This is an optimization exercise on Yosys and OpenROAD, whose aim is small area, a short achievable clock period and few clock cycles per item, not a production implementation.
Where RTL was checked, it was by simulation tests only, not by an equivalence proof against the original.
Power and IR drop assume default switching activity.

==> inputs of run M <==
// si7021_unit
module si7021_unit (
    input  wire        clk,
    input  wire        rst,           
    input  wire        in_valid,
    output wire        in_ready,
    input  wire [7:0]  in_op,
    input  wire [63:0] in_a,
    input  wire [47:0] in_b,
    input  wire [7:0]  in_c,
    input  wire [23:0] in_n,
    output reg         out_valid,
    output wire [1:0]  out_fault,
    output reg  [63:0] out_r0,
    output reg  [31:0] out_r1
);
export LEC_CHECK = 0
export CAP_MARGIN = 20
export CORE_MARGIN = 2
export CORE_UTILIZATION = 60
export SLEW_MARGIN = 20
create_clock -name core_clock -period 13.0 [get_ports {clk}]
standard.sh (not shown) runs the stock make flow with config.mk's settings and CLKGATE_MAP_FILE= SYNTH_SCRIPT=/design/flow/synth_recipe.tcl, a recipe that flattens the netlist after the stock synthesis.
==> flow/flow/run.sh <==
#!/bin/bash
set -euo pipefail
bash standard.sh SETUP_SLACK_MARGIN=9.3 "BUFFER_PORTS_ARGS=-buffer_cell sky130_fd_sc_hd__buf_2" finish > standard_flow.log 2>&1
==> run F: changes against run M <==
--- a/flow/design.v
+++ b/flow/design.v
@@ -10,29 +10,25 @@
     input  wire [23:0] in_n,
     output reg         out_valid,
     output wire [1:0]  out_fault,
     output reg  [63:0] out_r0,
     output reg  [31:0] out_r1
 );
     genvar gk;
     wire [7:0] n1 = in_n[7:0];
-    wire [7:0] n2 = in_n[15:8];
-    wire [7:0] n3 = in_n[23:16];
-    wire lengths_good = (n1 == 8'd8) && (n2 == 8'd6) && (n3 == 8'd1);
     wire i_10 = (in_op == 8'h10);
     wire raw_a = in_op[4];
-    wire sel_n = ~in_op[4] & ~in_op[3] & ~in_op[2] & ~in_op[1] & (in_op[0] | ~lengths_good);
     wire [7:0] a0 = in_a[7:0],   a1 = in_a[15:8],  a2 = in_a[23:16], a3 = in_a[31:24];
     wire [7:0] a4 = in_a[39:32], a5 = in_a[47:40], a6 = in_a[55:48], a7 = in_a[63:56];
     wire [7:0] b0 = in_b[7:0],   b1 = in_b[15:8],  b3 = in_b[31:24], b4 = in_b[39:32];
     wire [63:0] pack;
-    assign pack[7:0]   = sel_n ? n1 : a0;
-    assign pack[15:8]  = raw_a ? a1 : sel_n ? n2 : in_op[3] ? b0 : a2;
-    assign pack[23:16] = raw_a ? a2 : sel_n ? n3 : a4;
+    assign pack[7:0]   = a0;
+    assign pack[15:8]  = raw_a ? a1 : in_op[3] ? b0 : a2;
+    assign pack[23:16] = raw_a ? a2 : a4;
     assign pack[31:24] = raw_a ? a3 : a6;
     assign pack[39:32] = raw_a ? a4 : b0;
     assign pack[47:40] = raw_a ? a5 : b1;
     assign pack[55:48] = raw_a ? a6 : b3;
     assign pack[63:56] = raw_a ? a7 : b4;
     wire [3:0] len = i_10 ? 4'd1 : ((n1[7:3] != 5'd0) ? 4'd8 : {1'b0, n1[2:0]});
     wire [7:0] g1_x0 = a0;
     wire [7:0] g1_x1 = a1 ^ a2;
@@ -108,29 +104,29 @@
     assign g2_v1[6] = ^(g2_q1 & 8'h96);
     assign g2_v1[7] = ^(g2_q1 & 8'h2C);
     wire [1:0] g2bad = {(g2_u1 ^ g2_v1) != in_b[47:40], (g2_u0 ^ g2_v0) != in_b[23:16]};
     reg        v_q;
     reg [63:0] d_q;
     reg [7:0]  c_q;
     reg [7:0]  op_q;
     reg [3:0]  len_q;
-    reg        good_q;
+    reg [23:0] n_q;
     reg [3:0]  g1_q;
     reg [1:0]  g2_q;
     always @(posedge clk) begin
         if (rst)
             v_q <= 1'b0;
         else
             v_q <= in_valid;
         d_q    <= pack;
         c_q    <= in_c;
         op_q   <= in_op;
         len_q  <= len;
-        good_q <= lengths_good;
+        n_q    <= in_n;
         g1_q   <= g1bad;
         g2_q   <= g2bad;
     end
     wire [7:0] op = op_q;
     wire op_10 = (op == 8'h10);
     wire op_11 = (op == 8'h11);
     wire op_12 = (op == 8'h12);
     wire op_20 = (op == 8'h20);
@@ -149,18 +145,19 @@
     wire op_30 = (op == 8'h30);
     wire op_31 = (op == 8'h31);
     wire op_32 = (op == 8'h32);
     wire legal = op_10 | op_11 | op_12 | op_20 | op_21 | op_22 | op_23 |
                  op_24 | op_25 | op_26 | op_28 | op_29 | op_2a | op_2b |
                  op_2c | op_2d | op_30 | op_31 | op_32;
     wire crc_op   = op_10 | op_11;
     wire cnv_op   = op_31 | op_32;
-    wire sentinel = (op_20 | op_21) & ~good_q;
-    wire id_ok    = op_20 & good_q;
+    wire lengths_ok   = (n_q == 24'h010608);     
+    wire sentinel = (op_20 | op_21) & ~lengths_ok;
+    wire id_ok    = op_20 & lengths_ok;
     wire [7:0] en;
     generate
         for (gk = 0; gk < 8; gk = gk + 1) begin : g_en
             assign en[gk] = (len_q > gk);
         end
     endgenerate
     wire [7:0] c_tinv;
     assign c_tinv[0] = ^(c_q & 8'h18);
@@ -242,23 +239,25 @@
     assign crc_c8[5] = ^{crc_x[10], crc_x[13], crc_x[21], crc_x[31], crc_x[42], crc_x[44], cx_5, cx_20, cx_22, cx_23, cx_28, cx_31, cx_38, cx_42, cx_47};
     assign crc_c8[6] = ^{crc_x[0], crc_x[22], crc_x[24], crc_x[57], crc_x[58], cx_6, cx_10, cx_16, cx_21, cx_27, cx_28, cx_46, cx_52};
     assign crc_c8[7] = ^{crc_x[7], crc_x[12], crc_x[19], crc_x[23], crc_x[29], crc_x[39], cx_0, cx_2, cx_18, cx_24, cx_28, cx_36, cx_37, cx_51};
     wire [15:0] code = d_q[15:0];
     wire is_t = op_q[1];
     wire tie = (code[13:0] == 14'h2000);
     wire rnd_down = tie & (code[14] ^ ~is_t);
     wire [29:0] cz = {14'd0, code};
+    wire [29:0] cn = {14'd0, ~code};
     wire [29:0] pp0 = cz;
     wire [29:0] pp1 = cz << 5;
-    wire [29:0] pp2 = is_t ? (cz << 3)  : (cz << 2);
-    wire [29:0] pp3 = is_t ? (cz << 8)  : (cz << 4);
-    wire [29:0] pp4 = is_t ? (cz << 12) : (cz << 10);
-    wire [29:0] pp5 = is_t ? 30'd0      : (cz << 11);
-    wire [29:0] kof = is_t ? (30'h1FFF - (30'd4685 << 14)) : (30'h1FFF - (30'd600 << 14));
+    wire [29:0] pp2 = cz << 12;
+    wire [29:0] pp3 = is_t ? (cz << 8) : (cn << 10);
+    wire [29:0] pp4 = is_t ? (cz << 3) : (cz << 4);
+    wire [29:0] pp5 = is_t ? 30'd0     : (cz << 2);
+    wire [29:0] kof = is_t ? (30'h1FFF - (30'd4685 << 14))
+                           : (30'h1FFF - (30'd600 << 14) + 30'h3C000400);
     function [59:0] csa;             
         input [29:0] x, y, z;
         begin
             csa[29:0]  = x ^ y ^ z;
             csa[59:30] = {((x & y) | (x & z) | (y & z)), 1'b0};
         end
     endfunction
     wire [59:0] l1a = csa(pp0, pp1, pp2);
@@ -284,81 +283,77 @@
             if (f == 8'hFF)      fw_label = 2'd0;
             else if (f == 8'h20) fw_label = 2'd1;
             else                 fw_label = 2'd2;
         end
     endfunction
     function [15:0] heater_current;
         input [3:0] l;
         begin
-            heater_current = {12'd0, l} * 16'd608 + 16'd309;
+            case (l)
+                4'd0: heater_current = 16'd309;
+                4'd1: heater_current = 16'd917;
+                4'd2: heater_current = 16'd1525;
+                4'd3: heater_current = 16'd2133;
+                4'd4: heater_current = 16'd2741;
+                4'd5: heater_current = 16'd3349;
+                4'd6: heater_current = 16'd3957;
+                4'd7: heater_current = 16'd4565;
+                4'd8: heater_current = 16'd5173;
+                4'd9: heater_current = 16'd5781;
+                4'd10: heater_current = 16'd6389;
+                4'd11: heater_current = 16'd6997;
+                4'd12: heater_current = 16'd7605;
+                4'd13: heater_current = 16'd8213;
+                4'd14: heater_current = 16'd8821;
+                4'd15: heater_current = 16'd9429;
+            endcase
         end
     endfunction
     wire [7:0] u = d_q[7:0];
     wire [7:0] h = d_q[15:8];
     wire [1:0] sel = {u[7], u[0]};
     reg  [3:0] hres, tres;
     always @(*) begin
         case (sel)
             2'd0: begin hres = 4'd12; tres = 4'd14; end
             2'd1: begin hres = 4'd8;  tres = 4'd12; end
             2'd2: begin hres = 4'd10; tres = 4'd13; end
             default: begin hres = 4'd11; tres = 4'd11; end
         endcase
     end
+    wire [15:0] hcur  = heater_current(op_q[0] ? h[3:0] : u[3:0]);
     wire [7:0] dev_in = op_25 ? u : d_q[39:32];
     wire [7:0] fw_in  = op_26 ? u : c_q;
     wire [2:0] dev_l  = dev_label(dev_in);
     wire [1:0] fw_l   = fw_label(fw_in);
-    reg [63:0] r0;
-    reg [28:0] r1;
-    always @(*) begin
-        r0 = 64'd0;
-        if (id_ok | op_24)  r0 = d_q;
-        if (sentinel)       r0 = {40'hFF_FFFF_FFFF, d_q[23:0]};
-        if (crc_op)         r0[10:0] = {back, crc_c8};
-        if (op_12)          r0[15:0] = {u[6:0], 1'b0,
-                                        {c_q[6:0], 1'b0} ^ ((u[7] ^ c_q[7]) ? 8'h31 : 8'h00)};
-        if (op_28) begin
-            r0[1:0]   = sel;
-            r0[11:8]  = hres;
-            r0[19:16] = tres;
-            r0[24]    = u[2];
-            r0[32]    = u[6];
-        end
-        if (op_29 | op_2c)  r0[3:0] = u[3:0];
-        if (op_2a)          r0[15:0] = heater_current(u[3:0]);
-        if (op_2b)          r0[7:0] = {c_q[1], u[6:1], c_q[0]};
-        if (op_2d) begin
-            r0[3:0]   = hres;
-            r0[7:4]   = tres;
-            r0[8]     = u[2];
-            r0[15:12] = h[3:0];
-            r0[23:16] = u;
-            r0[31:24] = h;
-            r0[47:32] = heater_current(h[3:0]);
-            r0[48]    = u[6];
-        end
-        if (op_30)          r0[15:0] = {u, h};
-        if (!legal)         r0[7:0] = op;
-        if (cnv_op)         r0 = {4'd0, sy[29:1], ~rnd_down, sx};
-        r1 = 29'd0;
-        if (id_ok) begin
-            r1[7:0]   = d_q[39:32];
-            r1[15:8]  = c_q;
-        end
-        if (op_25)          r1[7:0]  = u;
-        if (op_26)          r1[15:8] = u;
-        if (id_ok | op_25)  r1[18:16] = dev_l;
-        if (id_ok | op_26)  r1[21:20] = fw_l;
-        if (id_ok | op_22)  r1[24] = |g1_q;
-        if (id_ok | op_23)  r1[25] = |g2_q;
-        if (sentinel)       r1 = {2'b00, 3'b100, 2'd0, 2'd2, 1'b0, 3'd5, 8'h00, 8'hFF};
-        if ((op_20 | op_21) & good_q) r1[28] = 1'b1;
-    end
+    wire [7:0] step = {c_q[6:0], 1'b0} ^ ((u[7] ^ c_q[7]) ? 8'h31 : 8'h00);
+    wire g1_any = |g1_q;
+    wire g2_any = |g2_q;
+    wire [63:0] r0 =
+          ({64{id_ok | op_24}}   & d_q)
+        | ({64{sentinel}}        & {40'hFF_FFFF_FFFF, n_q})
+        | ({64{crc_op}}          & {53'd0, back, crc_c8})
+        | ({64{op_12}}           & {48'd0, u[6:0], 1'b0, step})
+        | ({64{op_28}}           & {31'd0, u[6], 7'd0, u[2], 4'd0, tres, 4'd0, hres, 6'd0, sel})
+        | ({64{op_29 | op_2c}}   & {60'd0, u[3:0]})
+        | ({64{op_2a}}           & {48'd0, hcur})
+        | ({64{op_2b}}           & {56'd0, c_q[1], u[6:1], c_q[0]})
+        | ({64{op_2d}}           & {15'd0, u[6], hcur, h, u, h[3:0], 3'd0, u[2], tres, hres})
+        | ({64{op_30}}           & {48'd0, u, h})
+        | ({64{~legal}}          & {56'd0, op})
+        | ({64{cnv_op}}          & {4'd0, sy[29:1], ~rnd_down, sx});
+    wire [28:0] r1 =
+          ({29{id_ok}}           & {3'b100, g2_any, g1_any, 2'd0, fw_l, 1'b0, dev_l, c_q, d_q[39:32]})
+        | ({29{op_21 & lengths_ok}}  & {1'b1, 28'd0})
+        | ({29{op_22}}           & {4'd0, g1_any, 24'd0})
+        | ({29{op_23}}           & {3'd0, g2_any, 25'd0})
+        | ({29{op_25}}           & {10'd0, dev_l, 8'd0, u})
+        | ({29{op_26}}           & {7'd0, fw_l, 4'd0, u, 8'd0})
+        | ({29{sentinel}}        & {2'b00, 3'b100, 2'd0, 2'd2, 1'b0, 3'd5, 8'h00, 8'hFF});
     reg        v2_q;
     reg [63:0] r0_q;
     reg [28:0] r1_q;
     reg        crc_q, cnv_q, fault_q;
     always @(posedge clk) begin
         if (rst)
             v2_q <= 1'b0;
         else
==> flow/flow/run.sh (replaced) <==
#!/bin/bash
set -euo pipefail
bash standard.sh SETUP_SLACK_MARGIN=9.45 "BUFFER_PORTS_ARGS=-buffer_cell sky130_fd_sc_hd__buf_2" finish > standard_flow.log 2>&1
- CORE_UTILIZATION: 60 -> 40
- CTS_CLUSTER_DIAMETER: unset -> 100
- CTS_CLUSTER_SIZE: unset -> 30
==> run B: changes against run M <==
--- a/flow/design.v
+++ b/flow/design.v
@@ -334,30 +334,31 @@
             r0[15:12] = h[3:0];
             r0[23:16] = u;
             r0[31:24] = h;
             r0[47:32] = heater_current(h[3:0]);
             r0[48]    = u[6];
         end
         if (op_30)          r0[15:0] = {u, h};
         if (!legal)         r0[7:0] = op;
-        if (cnv_op)         r0 = {4'd0, sy[29:1], ~rnd_down, sx};
+        if (cnv_op)         r0[30:0] = {~rnd_down, sx};
         r1 = 29'd0;
         if (id_ok) begin
             r1[7:0]   = d_q[39:32];
             r1[15:8]  = c_q;
         end
         if (op_25)          r1[7:0]  = u;
         if (op_26)          r1[15:8] = u;
         if (id_ok | op_25)  r1[18:16] = dev_l;
         if (id_ok | op_26)  r1[21:20] = fw_l;
         if (id_ok | op_22)  r1[24] = |g1_q;
         if (id_ok | op_23)  r1[25] = |g2_q;
         if (sentinel)       r1 = {2'b00, 3'b100, 2'd0, 2'd2, 1'b0, 3'd5, 8'h00, 8'hFF};
         if ((op_20 | op_21) & good_q) r1[28] = 1'b1;
+        if (cnv_op)         r1 = sy[29:1];
     end
     reg        v2_q;
     reg [63:0] r0_q;
     reg [28:0] r1_q;
     reg        crc_q, cnv_q, fault_q;
     always @(posedge clk) begin
         if (rst)
             v2_q <= 1'b0;
@@ -395,40 +396,40 @@
     assign crc_i1[2] = ^(crc_s2 & 8'h61);
     assign crc_i1[3] = ^(crc_s2 & 8'hC2);
     assign crc_i1[4] = ^(crc_s2 & 8'h9D);
     assign crc_i1[5] = ^(crc_s2 & 8'h23);
     assign crc_i1[6] = ^(crc_s2 & 8'h46);
     assign crc_i1[7] = ^(crc_s2 & 8'h8C);
     wire [7:0] crc_res = back_q[0] ? crc_i1 : crc_s2;
     wire [30:0] ax = {r0_q[29:0], r0_q[30]};
-    wire [30:0] ay = {r0_q[59:31], 1'b0, r0_q[30]};
+    wire [30:0] ay = {r1_q[28:0], 1'b0, r0_q[30]};
     wire [30:0] kg0 = ax & ay, kp0 = ax ^ ay;
     wire [30:0] kg1 = kg0 | (kp0 & {kg0[29:0], 1'b0});
     wire [30:0] kp1 = kp0 & {kp0[29:0], 1'b0};
     wire [30:0] kg2 = kg1 | (kp1 & {kg1[28:0], 2'b0});
     wire [30:0] kp2 = kp1 & {kp1[28:0], 2'b0};
     wire [30:0] kg3 = kg2 | (kp2 & {kg2[26:0], 4'b0});
     wire [30:0] kp3 = kp2 & {kp2[26:0], 4'b0};
     wire [30:0] kg4 = kg3 | (kp3 & {kg3[22:0], 8'b0});
     wire [30:0] kp4 = kp3 & {kp3[22:0], 8'b0};
     wire [30:0] kg5 = kg4 | (kp4 & {kg4[14:0], 16'b0});
     wire [30:0] sum31 = kp0 ^ {kg5[29:0], 1'b0};
     wire [15:0] cnv = sum31[30:15];
     reg [63:0] r0f;
     always @(*) begin
         r0f = r0_q;
-        if (crc_q) r0f[10:0] = {3'd0, crc_res};
-        if (cnv_q) r0f[59:0] = {44'd0, cnv};
+        if (crc_q) r0f = {56'd0, crc_res};
+        if (cnv_q) r0f = {48'd0, cnv};
     end
     reg fault3_q;
     assign in_ready  = 1'b1;
     assign out_fault = {fault3_q, fault3_q};
     always @(posedge clk) begin
         if (rst)
             out_valid <= 1'b0;
         else
             out_valid <= v2_q;
         fault3_q <= fault_q;
         out_r0   <= r0f;
-        out_r1   <= {3'd0, r1_q};
+        out_r1   <= cnv_q ? 32'd0 : {3'd0, r1_q};
     end
 endmodule
==> flow/flow/run.sh (replaced) <==
#!/bin/bash
set -euo pipefail
bash standard.sh SETUP_SLACK_MARGIN=9.4 "BUFFER_PORTS_ARGS=-buffer_cell sky130_fd_sc_hd__buf_2" finish > standard_flow.log 2>&1
- CORE_UTILIZATION: 60 -> 40
==> run R: changes against run M <==
--- a/flow/design.v
+++ b/flow/design.v
@@ -242,23 +242,25 @@
     assign crc_c8[5] = ^{crc_x[10], crc_x[13], crc_x[21], crc_x[31], crc_x[42], crc_x[44], cx_5, cx_20, cx_22, cx_23, cx_28, cx_31, cx_38, cx_42, cx_47};
     assign crc_c8[6] = ^{crc_x[0], crc_x[22], crc_x[24], crc_x[57], crc_x[58], cx_6, cx_10, cx_16, cx_21, cx_27, cx_28, cx_46, cx_52};
     assign crc_c8[7] = ^{crc_x[7], crc_x[12], crc_x[19], crc_x[23], crc_x[29], crc_x[39], cx_0, cx_2, cx_18, cx_24, cx_28, cx_36, cx_37, cx_51};
     wire [15:0] code = d_q[15:0];
     wire is_t = op_q[1];
     wire tie = (code[13:0] == 14'h2000);
     wire rnd_down = tie & (code[14] ^ ~is_t);
     wire [29:0] cz = {14'd0, code};
+    wire [29:0] cn = {14'd0, ~code};
     wire [29:0] pp0 = cz;
     wire [29:0] pp1 = cz << 5;
-    wire [29:0] pp2 = is_t ? (cz << 3)  : (cz << 2);
-    wire [29:0] pp3 = is_t ? (cz << 8)  : (cz << 4);
-    wire [29:0] pp4 = is_t ? (cz << 12) : (cz << 10);
-    wire [29:0] pp5 = is_t ? 30'd0      : (cz << 11);
-    wire [29:0] kof = is_t ? (30'h1FFF - (30'd4685 << 14)) : (30'h1FFF - (30'd600 << 14));
+    wire [29:0] pp2 = cz << 12;
+    wire [29:0] pp3 = is_t ? (cz << 8) : (cn << 10);
+    wire [29:0] pp4 = is_t ? (cz << 3) : (cz << 4);
+    wire [29:0] pp5 = is_t ? 30'd0     : (cz << 2);
+    wire [29:0] kof = is_t ? (30'h1FFF - (30'd4685 << 14))
+                           : (30'h1FFF - (30'd600 << 14) + 30'h3C000400);
     function [59:0] csa;             
         input [29:0] x, y, z;
         begin
             csa[29:0]  = x ^ y ^ z;
             csa[59:30] = {((x & y) | (x & z) | (y & z)), 1'b0};
         end
     endfunction
     wire [59:0] l1a = csa(pp0, pp1, pp2);
@@ -284,31 +286,49 @@
             if (f == 8'hFF)      fw_label = 2'd0;
             else if (f == 8'h20) fw_label = 2'd1;
             else                 fw_label = 2'd2;
         end
     endfunction
     function [15:0] heater_current;
         input [3:0] l;
         begin
-            heater_current = {12'd0, l} * 16'd608 + 16'd309;
+            case (l)
+                4'd0: heater_current = 16'd309;
+                4'd1: heater_current = 16'd917;
+                4'd2: heater_current = 16'd1525;
+                4'd3: heater_current = 16'd2133;
+                4'd4: heater_current = 16'd2741;
+                4'd5: heater_current = 16'd3349;
+                4'd6: heater_current = 16'd3957;
+                4'd7: heater_current = 16'd4565;
+                4'd8: heater_current = 16'd5173;
+                4'd9: heater_current = 16'd5781;
+                4'd10: heater_current = 16'd6389;
+                4'd11: heater_current = 16'd6997;
+                4'd12: heater_current = 16'd7605;
+                4'd13: heater_current = 16'd8213;
+                4'd14: heater_current = 16'd8821;
+                4'd15: heater_current = 16'd9429;
+            endcase
         end
     endfunction
     wire [7:0] u = d_q[7:0];
     wire [7:0] h = d_q[15:8];
     wire [1:0] sel = {u[7], u[0]};
     reg  [3:0] hres, tres;
     always @(*) begin
         case (sel)
             2'd0: begin hres = 4'd12; tres = 4'd14; end
             2'd1: begin hres = 4'd8;  tres = 4'd12; end
             2'd2: begin hres = 4'd10; tres = 4'd13; end
             default: begin hres = 4'd11; tres = 4'd11; end
         endcase
     end
+    wire [15:0] hcur  = heater_current(op_q[0] ? h[3:0] : u[3:0]);
     wire [7:0] dev_in = op_25 ? u : d_q[39:32];
     wire [7:0] fw_in  = op_26 ? u : c_q;
     wire [2:0] dev_l  = dev_label(dev_in);
     wire [1:0] fw_l   = fw_label(fw_in);
     reg [63:0] r0;
     reg [28:0] r1;
     always @(*) begin
         r0 = 64'd0;
@@ -320,26 +340,26 @@
         if (op_28) begin
             r0[1:0]   = sel;
             r0[11:8]  = hres;
             r0[19:16] = tres;
             r0[24]    = u[2];
             r0[32]    = u[6];
         end
         if (op_29 | op_2c)  r0[3:0] = u[3:0];
-        if (op_2a)          r0[15:0] = heater_current(u[3:0]);
+        if (op_2a)          r0[15:0] = hcur;
         if (op_2b)          r0[7:0] = {c_q[1], u[6:1], c_q[0]};
         if (op_2d) begin
             r0[3:0]   = hres;
             r0[7:4]   = tres;
             r0[8]     = u[2];
             r0[15:12] = h[3:0];
             r0[23:16] = u;
             r0[31:24] = h;
-            r0[47:32] = heater_current(h[3:0]);
+            r0[47:32] = hcur;
             r0[48]    = u[6];
         end
         if (op_30)          r0[15:0] = {u, h};
         if (!legal)         r0[7:0] = op;
         if (cnv_op)         r0 = {4'd0, sy[29:1], ~rnd_down, sx};
         r1 = 29'd0;
         if (id_ok) begin
             r1[7:0]   = d_q[39:32];
==> flow/flow/run.sh (replaced) <==
#!/bin/bash
set -euo pipefail
bash standard.sh SETUP_SLACK_MARGIN=9.45 "BUFFER_PORTS_ARGS=-buffer_cell sky130_fd_sc_hd__buf_2" finish > standard_flow.log 2>&1
- CORE_UTILIZATION: 60 -> 40
==> notes.md <==
|  | run M | run F | run B | run R |
|---|---|---|---|---|
| Status | complete, no violations | complete, no violations | complete, no violations | complete, no violations |
| Total cell area at the placement stage | 20500 um2 | 20200 um2 | 21100 um2 | 20000 um2 |
| Overall power consumption | 2.85 mW | 2.69 mW | 3.08 mW | 2.87 mW |
| Largest clock skew in the final design | 0.0370 ns | 0.0398 ns | 0.00981 ns | 0.00997 ns |
| Synthesized-area fraction occupied by adder cells | 13.1% | 12.2% | 13.0% | 12.4% |
| Power dissipated in the clock network | 0.772 mW | 0.570 mW | 0.933 mW | 0.896 mW |
| Iter 0 DRT Violations | 1921 | 1497 | 1361 | 1162 |
| Number of nets in the layout | 2579 | 2434 | 2675 | 2528 |
| Net Switching | 1.03 mW | 1.02 mW | 1.07 mW | 1.00 mW |
| Count of inserted tapcells | 396 | 600 | 607 | 592 |
| Final cell count without fillers | 2679 | 2742 | 2986 | 2844 |
| Number of different library cells in the post-synthesis netlist | 85 | 84 | 74 | 74 |
| Routed length on met3 | 6560 um | 4610 um | 5160 um | 4600 um |
| Worst reg2reg path endpoint | r0_q[1] | r0_q[15] | r0_q[4] | r0_q[12] |
| Estimated wirelength of the detail-placed design | 50100 um | 52300 um | 52600 um | 49200 um |
| Number of logic stages on the critical path including buffering | 6 | 1 | 8 | 8 |
| Clock-pin slew reported for the worst setup and hold paths after clock tree synthesis | 0.06 ns | 0.11 ns | 0.06 ns | 0.06 ns |
| Clock insertion delay at the later pin of the skew report | 0.58 ns | 0.54 ns | 0.58 ns | 0.56 ns |
| Number of buffers inserted during clock tree synthesis | 27 | 15 | 31 | 30 |
| Worst setup slack after placement | 8.13 ns | 8.92 ns | 8.00 ns | 8.17 ns |
| Power dissipated in combinational cells | 1.14 mW | 1.11 mW | 1.19 mW | 1.04 mW |
| Final critical-path setup slack | 9.32 ns | 9.41 ns | 9.33 ns | 9.18 ns |
Testbench counts of run F, summed over its fixed seeds: cycles 4,824, ops 4,800.
Testbench counts of run B, summed over its fixed seeds: cycles 4,824, ops 4,800.
Testbench counts of run R, summed over its fixed seeds: cycles 4,824, ops 4,800.
Function not checked in run M: the RTL went through the layout flow alone.

==> separate check: timing with driven ports <==
No port has a modelled driver above. Below, the same layouts with a new extraction and two added sets of constraints.
Step 1 sets driving cells, clkbuf_16 on the clock port and buf_2 on the other inputs (assumed; they add their load-dependent delay and slew).
Step 2 moves the port delays by t, midway between the first and last clock arrival at a register: inputs arrive t later, outputs are due t later. That takes back most of the time a late clock gives input paths.
Three values: no drivers, after step 1, after step 2; two values: the first two.
| run | shift t [ns] | slack for setup (ns) | worst setup path at the end |
|---|---|---|---|
| run M | 0.614 | 9.315 / 9.321 / 8.738 | input to register |
| run F | 0.580 | 9.406 / 9.351 / 8.998 | input to register |
| run B | 0.631 | 9.335 / 9.328 / 8.726 | input to register |
| run R | 0.609 | 9.182 / 9.205 / 8.596 | input to register |
After both steps every run listed still meets setup and hold. For run B, which loses most, drivers alone change the setup slack by -0.007 ns; drivers and shift together by -0.609 ns.
